This is an optimization exercise on Yosys and OpenROAD, whose aim is small area, a short achievable clock period and few clock cycles per item, not a production implementation. Function was not checked in any run shown here: the RTL went through the layout flow alone. Power is estimated from default activity; no workload was simulated.

<file path="flow/run.sh">
#!/bin/bash
# The standard layout (the standard.sh: standard synthesis, floorplan,
# placement, CTS, routing), with the ports buffered by the smallest buffer
# (sky130_fd_sc_hd__buf_1) instead of the resizer's default delay cell;
# repair_design and repair_timing resize them where needed.
set -euo pipefail
export BUFFER_PORTS_ARGS="-buffer_cell sky130_fd_sc_hd__buf_1"
bash standard.sh finish SETUP_SLACK_MARGIN=5.4 TNS_END_PERCENT=0 > standard_flow.log 2>&1
</file>
<file path="standard.sh">
#!/bin/bash
# synth_recipe.tcl (not shown) runs the flow's synth.tcl, then flattens the netlist and writes it again
# the make line also repeats each setting of config.mk as NAME=value (left out here)
make -C /OpenROAD-flow-scripts/flow DESIGN_CONFIG=/design/flow/config.mk WORK_HOME=/design/flow/orfs CLKGATE_MAP_FILE= SYNTH_SCRIPT=/design/flow/synth_recipe.tcl "${@:-finish}"
</file>
<file path="config.mk">
export PLATFORM = sky130hd
export DESIGN_NAME = lpc1_cksum
export DESIGN_NICKNAME = lpc1_cksum
export VERILOG_FILES = /design/flow/design.v
export SDC_FILE = /design/flow/constraint.sdc
export NUM_CORES = 4
export LEC_CHECK = 0
export CAP_MARGIN = 20
export CORE_MARGIN = 2
export CORE_UTILIZATION = 40
export CTS_CLUSTER_DIAMETER = 100
export CTS_CLUSTER_SIZE = 25
export SETUP_SLACK_MARGIN = 5
export SLEW_MARGIN = 20
export SYNTH_MEMORY_MAX_BITS = 8192
export TNS_END_PERCENT = 0
</file>
<file path="constraint.sdc">
create_clock -name core_clock -period 8.0 [get_ports {clk}]
set_input_delay 1.6000 -clock core_clock [delete_from_list [all_inputs] [get_ports {clk}]]
set_output_delay 1.6000 -clock core_clock [all_outputs]
set_load 0.01 [all_outputs]
</file>
<file path="design.v">
module lpc1_crc24w (
    input  wire [23:0] f,
    input  wire [31:0] x,
    output wire [23:0] fn
);
    wire [31:0] y = x ^ {8'h00, f};
    assign fn[0] = ~(y[3] ^ y[8] ^ y[12] ^ y[23] ^ y[25] ^ y[26] ^ y[27] ^ y[30] ^ y[31]);
    assign fn[1] = ~(y[0] ^ y[3] ^ y[4] ^ y[8] ^ y[9] ^ y[12] ^ y[13] ^ y[23] ^ y[24] ^ y[25] ^ y[28] ^ y[30]);
    assign fn[2] = ~(y[0] ^ y[1] ^ y[4] ^ y[5] ^ y[9] ^ y[10] ^ y[13] ^ y[14] ^ y[24] ^ y[25] ^ y[26] ^ y[29] ^ y[31]);
    assign fn[3] = (y[0] ^ y[1] ^ y[2] ^ y[3] ^ y[5] ^ y[6] ^ y[8] ^ y[10] ^ y[11] ^ y[12] ^ y[14] ^ y[15] ^ y[23] ^ y[31]);
    assign fn[4] = ~(y[1] ^ y[2] ^ y[4] ^ y[6] ^ y[7] ^ y[8] ^ y[9] ^ y[11] ^ y[13] ^ y[15] ^ y[16] ^ y[23] ^ y[24] ^ y[25] ^ y[26] ^ y[27] ^ y[30] ^ y[31]);
    assign fn[5] = (y[2] ^ y[5] ^ y[7] ^ y[9] ^ y[10] ^ y[14] ^ y[16] ^ y[17] ^ y[23] ^ y[24] ^ y[28] ^ y[30]);
    assign fn[6] = (y[0] ^ y[3] ^ y[6] ^ y[8] ^ y[10] ^ y[11] ^ y[15] ^ y[17] ^ y[18] ^ y[24] ^ y[25] ^ y[29] ^ y[31]);
    assign fn[7] = ~(y[0] ^ y[1] ^ y[3] ^ y[4] ^ y[7] ^ y[8] ^ y[9] ^ y[11] ^ y[16] ^ y[18] ^ y[19] ^ y[23] ^ y[27] ^ y[31]);
    assign fn[8] = ~(y[0] ^ y[1] ^ y[2] ^ y[3] ^ y[4] ^ y[5] ^ y[9] ^ y[10] ^ y[17] ^ y[19] ^ y[20] ^ y[23] ^ y[24] ^ y[25] ^ y[26] ^ y[27] ^ y[28] ^ y[30] ^ y[31]);
    assign fn[9] = ~(y[0] ^ y[1] ^ y[2] ^ y[4] ^ y[5] ^ y[6] ^ y[8] ^ y[10] ^ y[11] ^ y[12] ^ y[18] ^ y[20] ^ y[21] ^ y[23] ^ y[24] ^ y[28] ^ y[29] ^ y[30]);
    assign fn[10] = ~(y[0] ^ y[1] ^ y[2] ^ y[3] ^ y[5] ^ y[6] ^ y[7] ^ y[9] ^ y[11] ^ y[12] ^ y[13] ^ y[19] ^ y[21] ^ y[22] ^ y[24] ^ y[25] ^ y[29] ^ y[30] ^ y[31]);
    assign fn[11] = (y[0] ^ y[1] ^ y[2] ^ y[4] ^ y[6] ^ y[7] ^ y[10] ^ y[13] ^ y[14] ^ y[20] ^ y[22] ^ y[27]);
    assign fn[12] = (y[1] ^ y[2] ^ y[3] ^ y[5] ^ y[7] ^ y[8] ^ y[11] ^ y[14] ^ y[15] ^ y[21] ^ y[23] ^ y[28]);
    assign fn[13] = (y[0] ^ y[2] ^ y[3] ^ y[4] ^ y[6] ^ y[8] ^ y[9] ^ y[12] ^ y[15] ^ y[16] ^ y[22] ^ y[24] ^ y[29]);
    assign fn[14] = (y[1] ^ y[3] ^ y[4] ^ y[5] ^ y[7] ^ y[9] ^ y[10] ^ y[13] ^ y[16] ^ y[17] ^ y[23] ^ y[25] ^ y[30]);
    assign fn[15] = ~(y[2] ^ y[4] ^ y[5] ^ y[6] ^ y[8] ^ y[10] ^ y[11] ^ y[14] ^ y[17] ^ y[18] ^ y[24] ^ y[26] ^ y[31]);
    assign fn[16] = ~(y[5] ^ y[6] ^ y[7] ^ y[8] ^ y[9] ^ y[11] ^ y[15] ^ y[18] ^ y[19] ^ y[23] ^ y[26] ^ y[30] ^ y[31]);
    assign fn[17] = ~(y[0] ^ y[3] ^ y[6] ^ y[7] ^ y[9] ^ y[10] ^ y[16] ^ y[19] ^ y[20] ^ y[23] ^ y[24] ^ y[25] ^ y[26] ^ y[30]);
    assign fn[18] = (y[1] ^ y[4] ^ y[7] ^ y[8] ^ y[10] ^ y[11] ^ y[17] ^ y[20] ^ y[21] ^ y[24] ^ y[25] ^ y[26] ^ y[27] ^ y[31]);
    assign fn[19] = ~(y[0] ^ y[2] ^ y[3] ^ y[5] ^ y[9] ^ y[11] ^ y[18] ^ y[21] ^ y[22] ^ y[23] ^ y[28] ^ y[30] ^ y[31]);
    assign fn[20] = (y[1] ^ y[4] ^ y[6] ^ y[8] ^ y[10] ^ y[19] ^ y[22] ^ y[24] ^ y[25] ^ y[26] ^ y[27] ^ y[29] ^ y[30]);
    assign fn[21] = ~(y[0] ^ y[2] ^ y[5] ^ y[7] ^ y[9] ^ y[11] ^ y[20] ^ y[23] ^ y[25] ^ y[26] ^ y[27] ^ y[28] ^ y[30] ^ y[31]);
    assign fn[22] = (y[1] ^ y[6] ^ y[10] ^ y[21] ^ y[23] ^ y[24] ^ y[25] ^ y[28] ^ y[29] ^ y[30]);
    assign fn[23] = ~(y[2] ^ y[7] ^ y[11] ^ y[22] ^ y[24] ^ y[25] ^ y[26] ^ y[29] ^ y[30] ^ y[31]);
endmodule
module lpc1_crc24i (
    input  wire [3:0]  j,
    output wire [23:0] f
);
    assign f[0] = 1'b0;
    assign f[1] = j[2] | j[3];
    assign f[2] = j[3];
    assign f[3] = j[1] | j[2] | j[3];
    assign f[4] = 1'b0;
    assign f[5] = j[1];
    assign f[6] = j[1];
    assign f[7] = j[1];
    assign f[8] = j[2];
    assign f[9] = j[1] | j[2];
    assign f[10] = j[1] | j[3];
    assign f[11] = 1'b0;
    assign f[12] = j[1] | j[3];
    assign f[13] = j[3];
    assign f[14] = j[3];
    assign f[15] = j[3];
    assign f[16] = j[2] | j[3];
    assign f[17] = j[2] | j[3];
    assign f[18] = j[2];
    assign f[19] = 1'b0;
    assign f[20] = j[1] | j[3];
    assign f[21] = j[1];
    assign f[22] = j[1] | j[2] | j[3];
    assign f[23] = j[2];
endmodule
module lpc1_crc10w (
    input  wire [9:0]  c,
    input  wire [31:0] x,
    output wire [9:0]  cn
);
    wire [31:0] y = x ^ {16'h0, c[1:0], 6'h0, c[9:2]};
    assign cn[0] = y[0] ^ y[3] ^ y[4] ^ y[6] ^ y[7] ^ y[8] ^ y[9] ^ y[11] ^ y[15] ^ y[17] ^ y[23] ^ y[24] ^ y[25] ^ y[26] ^ y[27] ^ y[28];
    assign cn[1] = y[1] ^ y[3] ^ y[5] ^ y[6] ^ y[10] ^ y[11] ^ y[12] ^ y[15] ^ y[17] ^ y[18] ^ y[23] ^ y[24] ^ y[29];
    assign cn[2] = y[0] ^ y[2] ^ y[4] ^ y[6] ^ y[7] ^ y[8] ^ y[11] ^ y[12] ^ y[13] ^ y[18] ^ y[19] ^ y[25] ^ y[30];
    assign cn[3] = y[1] ^ y[3] ^ y[5] ^ y[7] ^ y[9] ^ y[12] ^ y[13] ^ y[14] ^ y[19] ^ y[20] ^ y[26] ^ y[31];
    assign cn[4] = y[0] ^ y[2] ^ y[3] ^ y[7] ^ y[8] ^ y[9] ^ y[10] ^ y[11] ^ y[13] ^ y[14] ^ y[16] ^ y[17] ^ y[20] ^ y[21] ^ y[23] ^ y[24] ^ y[25] ^ y[26] ^ y[28];
    assign cn[5] = y[0] ^ y[1] ^ y[6] ^ y[7] ^ y[10] ^ y[12] ^ y[14] ^ y[18] ^ y[21] ^ y[22] ^ y[23] ^ y[24] ^ y[28] ^ y[29];
    assign cn[6] = y[1] ^ y[2] ^ y[7] ^ y[8] ^ y[11] ^ y[13] ^ y[15] ^ y[19] ^ y[22] ^ y[23] ^ y[25] ^ y[29] ^ y[30];
    assign cn[7] = y[0] ^ y[2] ^ y[3] ^ y[8] ^ y[9] ^ y[12] ^ y[14] ^ y[20] ^ y[23] ^ y[26] ^ y[30] ^ y[31];
    assign cn[8] = y[1] ^ y[3] ^ y[4] ^ y[8] ^ y[9] ^ y[10] ^ y[13] ^ y[15] ^ y[16] ^ y[21] ^ y[27] ^ y[31];
    assign cn[9] = y[2] ^ y[3] ^ y[5] ^ y[6] ^ y[7] ^ y[8] ^ y[10] ^ y[14] ^ y[15] ^ y[16] ^ y[22] ^ y[23] ^ y[24] ^ y[25] ^ y[26] ^ y[27];
endmodule
module lpc1_crc6h (
    input  wire [15:0] x,
    output wire [5:0]  c
);
    assign c[0] = x[1] ^ x[3] ^ x[5] ^ x[6] ^ x[7] ^ x[8] ^ x[9] ^ x[10] ^ x[13];
    assign c[1] = x[1] ^ x[2] ^ x[3] ^ x[4] ^ x[5] ^ x[8] ^ x[11] ^ x[13] ^ x[14];
    assign c[2] = x[1] ^ x[2] ^ x[4] ^ x[7] ^ x[8] ^ x[10] ^ x[12] ^ x[13] ^ x[14] ^ x[15];
    assign c[3] = x[0] ^ x[1] ^ x[2] ^ x[6] ^ x[7] ^ x[8] ^ x[10] ^ x[11] ^ x[14] ^ x[15];
    assign c[4] = x[0] ^ x[1] ^ x[2] ^ x[3] ^ x[7] ^ x[9] ^ x[11] ^ x[12] ^ x[15];
    assign c[5] = x[0] ^ x[2] ^ x[4] ^ x[5] ^ x[6] ^ x[7] ^ x[8] ^ x[9] ^ x[12];
endmodule
module lpc1_cksum (
    input  wire        clk,
    input  wire        rst,
    input  wire        cmd_valid,
    output wire        cmd_ready,
    input  wire [31:0] cmd_word,
    input  wire [31:0] cmd_len,
    input  wire [23:0] cmd_fcs_in,
    input  wire        in_valid,
    output wire        in_ready,
    input  wire [31:0] in_data,
    output reg         done,
    output wire [7:0]  code,
    output reg  [7:0]  last_op,
    output reg         match,
    output reg  [23:0] fcs_val,
    output reg  [23:0] fcs_rx,
    output reg  [16:0] fcs_cover,
    output reg  [16:0] out_len,
    output reg  [5:0]  crc6,
    output reg  [9:0]  crc10
);
    localparam [3:0] C_OK           = 4'b0_000;    
    localparam [3:0] C_FCS_MISMATCH = 4'b0_001;    
    localparam [3:0] C_NO_CRC       = 4'b0_010;    
    localparam [3:0] C_ERR_LEN      = 4'b1_000;    
    localparam [3:0] C_ERR_TYPE     = 4'b1_001;    
    localparam [3:0] C_ERR_OVERFLOW = 4'b1_011;    
    localparam [3:0] C_ERR_PARAM    = 4'b1_100;    
    localparam [3:0] C_ERR_CMD      = 4'b1_101;    
    reg        rdy;           
    reg        irdy;          
    reg        setup;         
    reg        o_calc, o_gen, o_chk, o_crc6, o_crc10, o_splice;
    reg        illegal;       
    reg        big;           
    reg        sup_ov;        
    reg [16:0] rem;           
    reg [3:0]  jb;            
    reg        ui_elig;       
    reg [31:0] wrot;          
    reg [23:0] prev;          
    reg [1:0]  cidx;          
    reg        wv;            
    reg        wfirst;        
    reg        wsecond;       
    reg        wlast;         
    reg        ui;            
    reg        u0;            
    reg        u1;            
    reg        iu0;           
    reg        fcs_w;         
    reg        c10_on;        
    reg        cmpx;          
    reg  [3:0] code_q;
    assign code = {3'b000, code_q[3], 1'b0, code_q[2:0]};
    assign cmd_ready = rdy;
    assign in_ready  = irdy;
    wire d_calc   = (cmd_word == 32'h0000_0001);
    wire d_gen    = (cmd_word == 32'h0000_0002) || (cmd_word == 32'h0000_0102);
    wire d_chk    = (cmd_word == 32'h0000_0003);
    wire d_crc6   = (cmd_word == 32'h0000_0010);
    wire d_crc10  = (cmd_word == 32'h0000_0011);
    wire d_splice = (cmd_word == 32'h0000_0012);
    wire d_legal  = d_calc | d_gen | d_chk | d_crc6 | d_crc10 | d_splice;
    wire d_big    = (|cmd_len[31:17]) | (cmd_len[16] & (|cmd_len[15:0]));
    wire [1:0] d_j = (cmd_word[1:0] == 2'b11) ? ~cmd_len[1:0]
                                              : {cmd_len[1] ^ cmd_len[0], cmd_len[0]};
    wire [3:0] d_jh = {d_j == 2'd3, d_j == 2'd2, d_j == 2'd1, d_j == 2'd0};
    wire d_ui_elig = (d_gen & (|cmd_len[31:3])) |
                     (d_chk & ((|cmd_len[31:4]) |
                               (cmd_len[3] & (cmd_len[2] | (cmd_len[1] & cmd_len[0])))));
    wire d_iu     = d_crc6 | d_crc10 | d_splice;
    wire d_len_hi0 = (cmd_len[31:17] == 15'd0);
    wire d_le65533 = d_len_hi0 & ~cmd_len[16] & ~(&cmd_len[15:1]);
    wire d_ge3     = (|cmd_len[31:2]) | (&cmd_len[1:0]);
    wire d_fcs_w   = (d_calc & ~d_big) |
                     (d_gen & ~(cmd_word[8] & (|cmd_fcs_in)) & d_le65533) |
                     (d_chk & ~d_big & d_ge3);
    wire d_words  = d_legal & (cmd_len[31:17] == 15'd0) &
                    (cmd_len[16] ? (cmd_len[15:0] == 16'd0) : (cmd_len[15:0] != 16'd0));
    wire accept = cmd_valid & rdy;
    wire fire   = in_valid & irdy;
    wire [16:0] n        = rem;                  
    wire        n_zero   = (n == 17'd0);
    wire        n_lt2    = (n[16:1] == 16'd0);
    wire        n_lt3    = n_lt2 | (n == 17'd2);
    wire        n_lt4    = (n[16:2] == 15'd0);
    wire        n_ovf    = (n > 17'd65533);
    wire        n_ragged = |rem[1:0];            
    wire        rem_gt4  = (|rem[16:3]) | (rem[2] & (|rem[1:0]));
    wire        rem_gt8  = (|rem[16:4]) | (rem[3] & (|rem[2:0]));
    wire        more_after = wv ? rem_gt8 : rem_gt4;
    wire        iuup     = o_crc10 | o_splice;
    wire ui_pat  = (in_data[15:13] == 3'b110) & ~in_data[16];
    wire ui_word = ui_elig & ui_pat;
    wire ui_next = (u0 & ui_pat) | u1;
    wire [3:0] jn = ui_next ? 4'b0010 : (iu0 ? 4'b0001 : jb);
    wire [3:0] t      = wrot[7:4];
    wire       t_none = (t == 4'd1);
    wire       t_ok   = (t == 4'd0) || (t == 4'd14);
    wire [5:0] crc6_word;
    lpc1_crc6h u_crc6 (.x(wrot[15:0]), .c(crc6_word));
    wire       crc6_wr = wv & wfirst &
                         ((o_crc6 & ~n_lt2) | (o_splice & t_ok & ~n_lt4));
    wire [31:0] rot = ({32{jn[0]}} & in_data) |
                      ({32{jn[1]}} & {in_data[23:0], prev[23:16]}) |
                      ({32{jn[2]}} & {in_data[15:0], prev[23:8]}) |
                      ({32{jn[3]}} & {in_data[7:0], prev[23:0]});
    wire [23:0] fcs_init_b, fcs_init_1;
    lpc1_crc24i u_init_b (.j(jb), .f(fcs_init_b));
    lpc1_crc24i u_init_1 (.j(4'b0010), .f(fcs_init_1));
    wire [23:0] fcs_init = ui ? fcs_init_1 : fcs_init_b;
    wire [23:0] fcs_next;
    wire [23:0] fcs_cur = wfirst ? fcs_init : fcs_val;
    lpc1_crc24w u_crc24 (.f(fcs_cur), .x(wrot), .fn(fcs_next));
    wire [9:0] crc10_next;
    lpc1_crc10w u_crc10 (.c(crc10), .x(wrot), .cn(crc10_next));
    wire fcs_step = wv & fcs_w & ~(ui & ~wfirst & ~wsecond) &
                    ~(o_chk & wlast & n_ragged);
    wire c10_step = wv & c10_on & ~wfirst;
    wire        chk_cmp = o_chk & fcs_w &
                          ((wv & wlast & n_ragged) | cmpx);
    wire [23:0] rx_word = wrot[23:0];
    wire        rx_eq   = (fcs_val == rx_word);
    always @(posedge clk) begin
        wrot <= rot;
        if (fire)
            prev <= (iuup & (cidx == 2'd0)) ? 24'h0 : in_data[31:8];
        else if (rdy)
            prev <= 24'h0;
        if (rdy) begin
            o_calc   <= d_calc;
            o_gen    <= d_gen;
            o_chk    <= d_chk;
            o_crc6   <= d_crc6;
            o_crc10  <= d_crc10;
            o_splice <= d_splice;
            illegal  <= ~d_legal;
            big      <= d_big;
            sup_ov   <= cmd_word[8] & (|cmd_fcs_in);
            jb       <= d_jh;
            fcs_w    <= d_fcs_w;
            ui_elig  <= d_ui_elig;
        end
        if (rdy)
            rem <= cmd_len[16:0];
        else if (wv)
            rem <= rem - 17'd4;
        if (rdy) begin
            cidx   <= 2'd0;
            u0     <= d_ui_elig;
            u1     <= 1'b0;
            iu0    <= d_iu;
        end else if (fire) begin
            if (cidx != 2'd2)
                cidx <= cidx + 2'd1;
            u0  <= 1'b0;
            u1  <= u0 & ui_pat;
            iu0 <= 1'b0;
        end
        wfirst  <= (cidx == 2'd0);
        wsecond <= (cidx == 2'd1);
        wlast   <= ~more_after;
        if (cidx == 2'd0)
            ui <= ui_word;
        if (rdy)
            c10_on <= 1'b0;
        else if (wv & wfirst & iuup & t_ok & ~(wlast & n_ragged))
            c10_on <= 1'b1;
    end
    always @(posedge clk) begin
        if (rst) begin
            rdy       <= 1'b1;
            irdy      <= 1'b0;
            setup     <= 1'b0;
            wv        <= 1'b0;
            cmpx      <= 1'b0;
            done      <= 1'b0;
            code_q    <= 4'h0;
            last_op   <= 8'h00;
            match     <= 1'b0;
            fcs_val   <= 24'h0;
            fcs_rx    <= 24'h0;
            fcs_cover <= 17'h0;
            out_len   <= 17'h0;
            crc6      <= 6'h0;
            crc10     <= 10'h0;
        end else begin
            done  <= 1'b0;
            setup <= accept;
            cmpx  <= 1'b0;
            wv    <= fire;
            if (accept) begin
                rdy     <= 1'b0;
                last_op <= cmd_word[7:0];
            end
            if (rdy)
                irdy <= cmd_valid & d_words;
            else if (in_valid)
                irdy <= irdy & more_after;
            if (setup) begin
                if (illegal) begin
                    code_q  <= C_ERR_CMD;
                    out_len <= 17'h0;
                    done    <= 1'b1;
                    rdy     <= 1'b1;
                end else if (big) begin
                    code_q <= C_ERR_PARAM;
                    if (o_gen | o_splice)
                        out_len <= 17'h0;
                    done <= 1'b1;
                    rdy  <= 1'b1;
                end else begin
                    if (n_zero) begin
                        done <= 1'b1;
                        rdy  <= 1'b1;
                    end
                    if (o_calc) begin
                        code_q    <= C_OK;
                        fcs_cover <= n;
                    end
                    if (o_gen) begin
                        if (n_ovf) begin
                            code_q  <= C_ERR_OVERFLOW;
                            out_len <= 17'h0;
                        end else begin
                            code_q  <= C_OK;
                            out_len <= n + 17'd3;
                            fcs_cover <= sup_ov ? 17'h0 : n;
                        end
                    end
                    if (o_chk) begin
                        if (n_lt3)
                            code_q <= C_ERR_LEN;
                        else
                            fcs_cover <= n - 17'd3;
                    end
                    if (o_crc6)
                        code_q <= n_lt2 ? C_ERR_LEN : C_OK;
                    if (o_crc10)
                        code_q <= C_ERR_LEN;    
                    if (o_splice) begin
                        code_q  <= C_ERR_LEN;
                        out_len <= n;         
                    end
                end
            end
            if (setup & fcs_w)
                fcs_val <= 24'h0;
            if (crc6_wr)
                crc6 <= crc6_word;
            if (fcs_step)
                fcs_val <= fcs_next;
            if (c10_step)
                crc10 <= crc10_next;
            if (wv & wfirst) begin
                if (ui & fcs_w)
                    fcs_cover <= 17'd7;
                if (iuup) begin
                    if (t_none) begin
                        code_q <= C_NO_CRC;
                        if (o_crc10)
                            crc10 <= 10'h0;
                    end else if (!t_ok) begin
                        code_q <= C_ERR_TYPE;
                        if (o_splice)
                            out_len <= 17'h0;
                    end else if (wlast & n_ragged) begin
                        code_q <= C_ERR_LEN;
                        if (o_splice)
                            out_len <= 17'h0;
                    end else begin
                        code_q <= C_OK;
                        crc10 <= 10'h0;
                    end
                end
            end
            if (chk_cmp) begin
                fcs_rx <= rx_word;
                match  <= rx_eq;
                code_q <= rx_eq ? C_OK : C_FCS_MISMATCH;
                done   <= 1'b1;
                rdy    <= 1'b1;
            end else if (wv & wlast) begin
                if (o_chk & fcs_w) begin
                    cmpx <= 1'b1;
                end else begin
                    done <= 1'b1;
                    rdy  <= 1'b1;
                end
            end
        end
    end
endmodule
</file>
==> results of run 1 <==
## per-layer routing
metal / GRT usage / part of all wire / wire, µm / up-vias
li1: - / - / - / 5680
met1: 0.366 / 0.46 / 20500 / 5741
met2: 0.363 / 0.43 / 19100 / 531
met3: 0.0378 / 0.086 / 3840 / 72
met4: 0.0670 / 0.025 / 1120 / 0
met5: 0 / 0 / 0 / -
## placed cells by master, fill, tap and decap left out, drive strengths merged, types with 27 or more instances in the layout
master    n
o21ai    53
edfxtp   59
dfxtp   156
and2     27
nand2   199
xnor2   218
buf     280
nor2     91
a222oi   32
xor2     72
xnor3    35
a21oi   114
nor4     28
## synth_stat cells, drive strengths merged (4+ instances only)
master / count
nand2: 199
o21a: 4
xnor3: 35
o22ai: 8
a22oi: 8
inv: 19
a31oi: 12
mux2i: 12
a21oi: 114
a222oi: 32
buf: 13
clkbuf: 106
and2: 27
a211oi: 13
ha: 14
o211ai: 6
or3: 8
nor2b: 12
o21ai: 53
a221o: 10
and3b: 8
o21ba: 4
nor3b: 6
nand2b: 7
nand3b: 4
nand3: 21
a221oi: 11
nor3: 12
nand4: 20
edfxtp: 59
nor2: 91
dfxtp: 156
or2: 5
nor4: 28
xor2: 72
xnor2: 218
a22o: 21
nor4bb: 5
o31ai: 8
## sequential cells by signal, summed over array words and instances, names as in the netlist, 2 cells and up
signal     flops
cidx           2
code_q         4
crc10         10
crc6           6
fcs_cover     17
fcs_rx        24
fcs_val       24
jb             4
last_op        8
out_len       17
prev          24
rem           17
wrot          32
## stage by stage
stage	setup slack, ns	hold slack [ns]	utilization	instance area, µm²	cells
after floorplan	4.92	0.429	-	13800	1509
after global placement	4.31	0.444	0.442	14800	2087
after detailed placement	4.17	0.447	0.442	14800	2087
after CTS	5.11	0.460	0.468	15700	2137
after global routing	4.99	0.479	0.471	15800	2143
final	5.03	0.458	0.471	15800	2143
## layout make-up
class                           instances  area share
Clock buffer                           16      0.0239
Clock inverter                          8     0.00466
Sequential cell                       215       0.310
Inverter                               19     0.00474
Timing Repair Buffer                  282      0.0818
Tap cell                              448      0.0354
Multi-Input combinational cell       1155       0.540
## worst paths after layout
| path | from | to | slack (ns) | depth (start not counted) |
|---|---|---|---|---|
| worst max-delay path | wfirst | fcs_val[4] | 5.03 | 8 |
| worst min-delay path | fcs_rx[20] | fcs_rx[20] | 0.46 | 2 |
| worst max register to register | wfirst | fcs_val[4] | 5.03 | 8 |
| worst min register to register | fcs_rx[20] | fcs_rx[20] | 0.46 | 2 |
## worst max-delay path, stage by stage, from the launching register on
cell and delay (ns):
dfxtp_2 0.39, buf_12 0.16, clkinvlp_4 0.29, a22oi_2 0.37
xnor2_2 0.24, xor3_1 0.52, xnor2_2 0.33, xnor3_1 0.37
a22o_1 0.20
## power groups by stage
stage	Sequential, mW	Combinational, mW	Clock, mW
5_1_grt	1.36	2.53	0.834
3_5_place_dp	1.38	2.24	0
4_1_cts	1.35	2.36	0.797
2_1_floorplan	1.23	1.92	0
6_report	1.36	2.37	0.776
3_3_place_gp	1.38	2.23	0
## cell families after synthesis
family | count (synthesis) | synth area share
multiplexers | 14 | 0.0104
buffers and inverters | 139 | 0.0438
other | 1 | 0.000274
XOR/XNOR | 328 | 0.249
flip-flops | 215 | 0.357
AND/OR/NAND/NOR | 466 | 0.163
adder cells (fa/ha/maj) | 14 | 0.0128
AO/OA/AOI/OAI | 329 | 0.164
## timing repair
item                                    in CTS  in global routing
pin swaps                                   11                  4
setup buffers                               25                  5
cloned                                       1                  0
hold buffers                                 0                  0
gates resized for setup                     43                 15
endpoints found under the setup margin     237                236
==> reports/results.ini, run 1 <==
[worst_setup_path]
cp-end-kind=register
crit_arrival_ns=3.37
start_kind=register
worst_ep_required_time_ns=8.40
worstSetupPathType=register to register
cp_max_fo=17

[place]
dpl.hpwl_um=32900
io_buffers=237
place_congestion=0.970

[route]
via_count=12000
ant_nets=0
route.detailed.drc=0
drt-initial-drc-count=1107
routed_wl_um=44600
drtPass1Iterations=8
viasPerCell=5.61
wl_per_cell_um=20.8

[pwr]
comb_power_share=0.526
seqPwrFrac=0.302
intPower_mw=2.79
powerDensity_nw_per_um2=284
swShare=0.380
p_total_mw=4.50
p_clk_frac=0.172
peakVddDrop_mv=0.144
switchingPower_mw=1.71
leakage_nw=5.72

[synth]
async_reset_ff_frac=0
yosys.area.top_type=dfxtp_1
synth_top_area_frac=0.228
yosys_warnings=1
netlist_area_um2=13700
seq_area_frac_synth=0.357
synth_area_per_cell_um2=9.10
netlist_top_cells_area=dfxtp_1 23%, xnor2_1 14%, edfxtp_1 13%
syn_inst=1506
synth-edff-count=59
synthFlopType=dfxtp_1
synth_cell_type_count=78
ys_ff_latch=215

[die]
initial_core_util=0.408
ios=242
num_rows=67
die-height_um=189
dieArea_um2=35700
core_area_um2=33600
die_x_um=189

[clocking]
cts_sinks=215
cts_tree=built
clock_latency_ns=0.50
clk_pin_slew_ns=0.10
clock-root-buffer=clkbuf_16
cts_buffers=14
htreeDepth=1
clk_path_buf_depth=3

[sta]
rsz0062_at_grt=yes
hold_violations=0
setup_violations=0
slew_headroom=0.390
clock_skew_ns=0.0307
finalMaxSlewViolations=0
tightest_slew_ns=0.912
fmax_mhz=337
period_share=0.371
min_period_ns=2.97
fin_tns_setup_ns=0

[final_layout]
regArea_um2=4910
diodes=0
final_nets=1825
syn_to_final_growth_pct=15.7
fillers=3315
multi_input_area_um2=8550
drive_above_1_share=0.0867

[grt]
antenna_found_initial=0
grt_max_degree=58
grt_pass1_wl_um=68400
grt_usage=0.245
grt_pass1_vias=11300
overflow=0

[hold_path]
hold_class=register to register

[outcome]
status=no timing/DRC/antenna violations

[run]
max_cap_violations=0

==> run 2: changes to the inputs <==
--- a/design.v
+++ b/design.v
@@ -151,20 +151,26 @@
     wire d_crc10  = (cmd_word == 32'h0000_0011);
     wire d_splice = (cmd_word == 32'h0000_0012);
     wire d_legal  = d_calc | d_gen | d_chk | d_crc6 | d_crc10 | d_splice;
+    wire p_calc   = ~cmd_word[4] & (cmd_word[1:0] == 2'b01);
+    wire p_gen    = ~cmd_word[4] & (cmd_word[1:0] == 2'b10);
+    wire p_chk    = ~cmd_word[4] & (cmd_word[1:0] == 2'b11);
+    wire p_crc6   =  cmd_word[4] & (cmd_word[1:0] == 2'b00);
+    wire p_crc10  =  cmd_word[4] & (cmd_word[1:0] == 2'b01);
+    wire p_splice =  cmd_word[4] & (cmd_word[1:0] == 2'b10);
     wire d_big    = (|cmd_len[31:17]) | (cmd_len[16] & (|cmd_len[15:0]));
     wire [1:0] d_j = (cmd_word[1:0] == 2'b11) ? ~cmd_len[1:0]
                                               : {cmd_len[1] ^ cmd_len[0], cmd_len[0]};
     wire [3:0] d_jh = {d_j == 2'd3, d_j == 2'd2, d_j == 2'd1, d_j == 2'd0};
-    wire d_ui_elig = (d_gen & (|cmd_len[31:3])) |
-                     (d_chk & ((|cmd_len[31:4]) |
+    wire d_ui_elig = (p_gen & (|cmd_len[31:3])) |
+                     (p_chk & ((|cmd_len[31:4]) |
                                (cmd_len[3] & (cmd_len[2] | (cmd_len[1] & cmd_len[0])))));
-    wire d_iu     = d_crc6 | d_crc10 | d_splice;
+    wire d_iu     = cmd_word[4];
     wire d_len_hi0 = (cmd_len[31:17] == 15'd0);
     wire d_le65533 = d_len_hi0 & ~cmd_len[16] & ~(&cmd_len[15:1]);
     wire d_ge3     = (|cmd_len[31:2]) | (&cmd_len[1:0]);
-    wire d_fcs_w   = (d_calc & ~d_big) |
-                     (d_gen & ~(cmd_word[8] & (|cmd_fcs_in)) & d_le65533) |
-                     (d_chk & ~d_big & d_ge3);
+    wire d_fcs_w   = p_calc |
+                     (p_gen & ~(cmd_word[8] & (|cmd_fcs_in)) & d_le65533) |
+                     (p_chk & d_ge3);
     wire d_words  = d_legal & (cmd_len[31:17] == 15'd0) &
                     (cmd_len[16] ? (cmd_len[15:0] == 16'd0) : (cmd_len[15:0] != 16'd0));
     wire accept = cmd_valid & rdy;
@@ -198,10 +204,10 @@
     wire [23:0] fcs_init_b, fcs_init_1;
     lpc1_crc24i u_init_b (.j(jb), .f(fcs_init_b));
     lpc1_crc24i u_init_1 (.j(4'b0010), .f(fcs_init_1));
-    wire [23:0] fcs_init = ui ? fcs_init_1 : fcs_init_b;
+    wire [23:0] fcs_init = ui_next ? fcs_init_1 : fcs_init_b;
+    wire fcs_load = ~rdy & (cidx == 2'd0) & fcs_w & ~illegal & ~big;
     wire [23:0] fcs_next;
-    wire [23:0] fcs_cur = wfirst ? fcs_init : fcs_val;
-    lpc1_crc24w u_crc24 (.f(fcs_cur), .x(wrot), .fn(fcs_next));
+    lpc1_crc24w u_crc24 (.f(fcs_val), .x(wrot), .fn(fcs_next));
     wire [9:0] crc10_next;
     lpc1_crc10w u_crc10 (.c(crc10), .x(wrot), .cn(crc10_next));
     wire fcs_step = wv & fcs_w & ~(ui & ~wfirst & ~wsecond) &
@@ -218,12 +224,12 @@
         else if (rdy)
             prev <= 24'h0;
         if (rdy) begin
-            o_calc   <= d_calc;
-            o_gen    <= d_gen;
-            o_chk    <= d_chk;
-            o_crc6   <= d_crc6;
-            o_crc10  <= d_crc10;
-            o_splice <= d_splice;
+            o_calc   <= p_calc;
+            o_gen    <= p_gen;
+            o_chk    <= p_chk;
+            o_crc6   <= p_crc6;
+            o_crc10  <= p_crc10;
+            o_splice <= p_splice;
             illegal  <= ~d_legal;
             big      <= d_big;
             sup_ov   <= cmd_word[8] & (|cmd_fcs_in);
@@ -334,8 +340,8 @@
                     end
                 end
             end
-            if (setup & fcs_w)
-                fcs_val <= 24'h0;
+            if (fcs_load)
+                fcs_val <= fcs_init;
             if (crc6_wr)
                 crc6 <= crc6_word;
             if (fcs_step)
==> reports/results.ini, run 2 <==
[synth]
yosysMostFrequentCell=nand2_1
yosys.area.top_type=dfxtp_1
synth-edff-count=59
ys_ff_latch=215
synth_area_per_cell_um2=9.23
netlist_area_um2=13700
synthFlopType=dfxtp_1
synth_top_area_frac=0.228
yosys_warnings=1
synth_cell_type_count=80
netlist_top_cells_area=dfxtp_1 23%, xnor2_1 13%, edfxtp_1 13%
seq_area_frac_synth=0.357
synth_common_cells=229 x nand2_1, 211 x xnor2_1, 156 x dfxtp_1, 101 x a21oi_1, 75 x nor2_1
syn_inst=1485
async_reset_ff_frac=0

[place]
placed_cell_area_um2=14800
dpl.hpwl_um=33100
place_congestion=0.967
io_buffers=237

[grt]
grt_usage=0.242
overflow=0
grt_pass1_wl_um=67200
grt_max_degree=69
antenna_found_initial=0
grt_pass1_vias=11100

[clocking]
clock-root-buffer=clkbuf_16
cts_tree=built
cts_sinks=215
clk_pin_slew_ns=0.10
clock_latency_ns=0.51
cts_hold_buf=0
htreeDepth=1
cts_buffers=14
clk_path_buf_depth=3

[hold_path]
holdPathStages=2
hold_class=register to register

[final_layout]
fillers=3239
final_core_util=0.478
final_nets=1836
syn_to_final_growth_pct=17.4
drive_above_1_share=0.123
largest_reg_flops=32
final_common_cell=nand2_1
mostFrequentLayoutCells=227 x nand2_1, 213 x buf_1, 210 x xnor2_1
top_register=wrot
diodes=0
fin_area_um2=16100

[route]
ant_nets=0
route.detailed.drc=0
wl_per_cell_um=21.2
drtPass1Iterations=10
viasPerCell=5.59
routed_wl_um=45700
via_count=12000
drt-initial-drc-count=1173

[sta]
fin_tns_setup_ns=0
clock_skew_ns=0.0172
holdWs_ns=0.459
slew_headroom=0.362
fmax_mhz=363
tightest_slew_ns=0.950
setup_violations=0
finalMaxSlewViolations=0
rsz0062_at_grt=yes
min_period_ns=2.75
hold_violations=0
period_share=0.344

[worst_setup_path]
start_kind=input port
ff2ff_path_depth=6
cp_max_fo=16
crit_arrival_ns=3.14
worst_ep_required_time_ns=8.39
worstSetupPathType=input port to register
cp-end-kind=register

[pwr]
powerDensity_nw_per_um2=256
peakVddDrop_mv=0.137
leakage_nw=5.63

[outcome]
status=no timing/DRC/antenna violations

[die]
die-height_um=189
die_x_um=189
initial_core_util=0.408
ios=242
dieArea_um2=35800
num_rows=67
core_area_um2=33600

[run]
max_cap_violations=0

[run 2: changes by cell type after synthesis, sizes merged, moves of 10 or more]
| cell | previous run | this run |
|---|---|---|
| nand2 | 199 | 229 |
| a21oi | 114 | 103 |
| nor2 | 91 | 75 |
| clkbuf | 106 | 66 |
| a22o | 21 | 3 |
| xor2 | 72 | 50 |
| buf | 13 | 42 |
| o21ai | 53 | 63 |
[run 2: layer usage]
layer	vias up	part of all wire	GRT usage
met5	-	0	0
met4	0	0.023	0.0619
met3	61	0.097	0.0454
met2	610	0.43	0.367
met1	5699	0.45	0.354
li1	5666	-	-
[run 2: final timing paths]
check | startpoint | endpoint | slack, ns
worst max-delay path | in_data[13] | wrot[12] | 5.25
worst max register to register | wrot[4] | fcs_val[4] | 5.28
worst min register to register | fcs_rx[15] | fcs_rx[15] | 0.46
worst min-delay path | fcs_rx[15] | fcs_rx[15] | 0.46
[run 2: area by class of cell]
cell class | count | area, µm² | share of cell area
clock buffer | 20 | 414 | 0.0258
clock inverter | 4 | 60.1 | 0.00374
inverter | 24 | 93.8 | 0.00584
multi-input combinational | 1146 | 8530 | 0.530
sequential | 215 | 4930 | 0.306
tap | 448 | 561 | 0.0349
timing repair buffer | 296 | 1500 | 0.0931
[run 2: kinds of logic after synthesis]
kind of cell    Yosys count  synth area share
xor+xnor                312             0.254
other cells               1          0.000274
simple gates            484             0.166
mux                      14            0.0103
flops                   215             0.357
fa+ha+maj                15            0.0137
buf+inv                 132            0.0436
compound gates          312             0.155
[run 2: power by group]
part | switching, mW | leakage [nW] | internal, mW
combinational | 0.941 | 3.49 | 1.02
sequential | 0.169 | 1.91 | 1.18
clock | 0.426 | 0.231 | 0.383
total | 1.54 | 5.63 | 2.58
[run 2: metrics by stage]
| stage | std cells | power [mW] | worst slack (ns) |
|---|---|---|---|
| after floorplan | 1488 | 2.85 | 5.09 |
| after global placement | 2077 | 3.23 | 4.24 |
| after detailed placement | 2077 | 3.22 | 4.18 |
| after CTS | 2108 | 4.06 | 5.17 |
| after global routing | 2153 | 4.30 | 5.15 |
| final | 2153 | 4.12 | 5.25 |
[run 2: timing repair]
action                     CTS  global route
setup endpoints to repair  222           254
pin swaps                    0            13
setup buffers                5            40
gates resized for setup     31            84
hold endpoints to repair     0             0
cloned                       2             5
[run 2: critical path, stage by stage]
cell	delay [ns]
buf_1	0.14
and4bb_4	0.40
a21oi_4	0.08
buf_12	0.16
o21a_2	0.24
a222oi_1	0.42
nand2_1	0.10

==> separate check: timing with driven ports <==
In the flow no input, the clock included, has a driving cell. The finished layouts below were timed again as built, in two steps. Step 1: set_driving_cell puts a clkbuf_16 on clk and a buf_2 on each other input, an assumption about the parent block. Step 2 moves the port delays by t, midway between the first and last clock arrival at a register: inputs arrive t later, outputs are due t later. That takes back most of the time a late clock gives input paths. Three values: no drivers, after step 1, after step 2; two values: the first two.
| run | t (ns) | slack for setup (ns) | worst register clock-pin slew, ns | pins driven straight from the clock port |
|---|---|---|---|---|
| run 1 | 0.540 | 5.030 / 5.030 / 4.620 | 0.11 / 0.11 | 1 |
| run 2 | 0.549 | 5.246 / 5.203 / 4.723 | 0.10 / 0.10 | 1 |
After both steps every run listed still meets setup and hold. The setup slack of run 2, which loses most, moves by -0.043 ns with the drivers and by -0.523 ns with both steps.
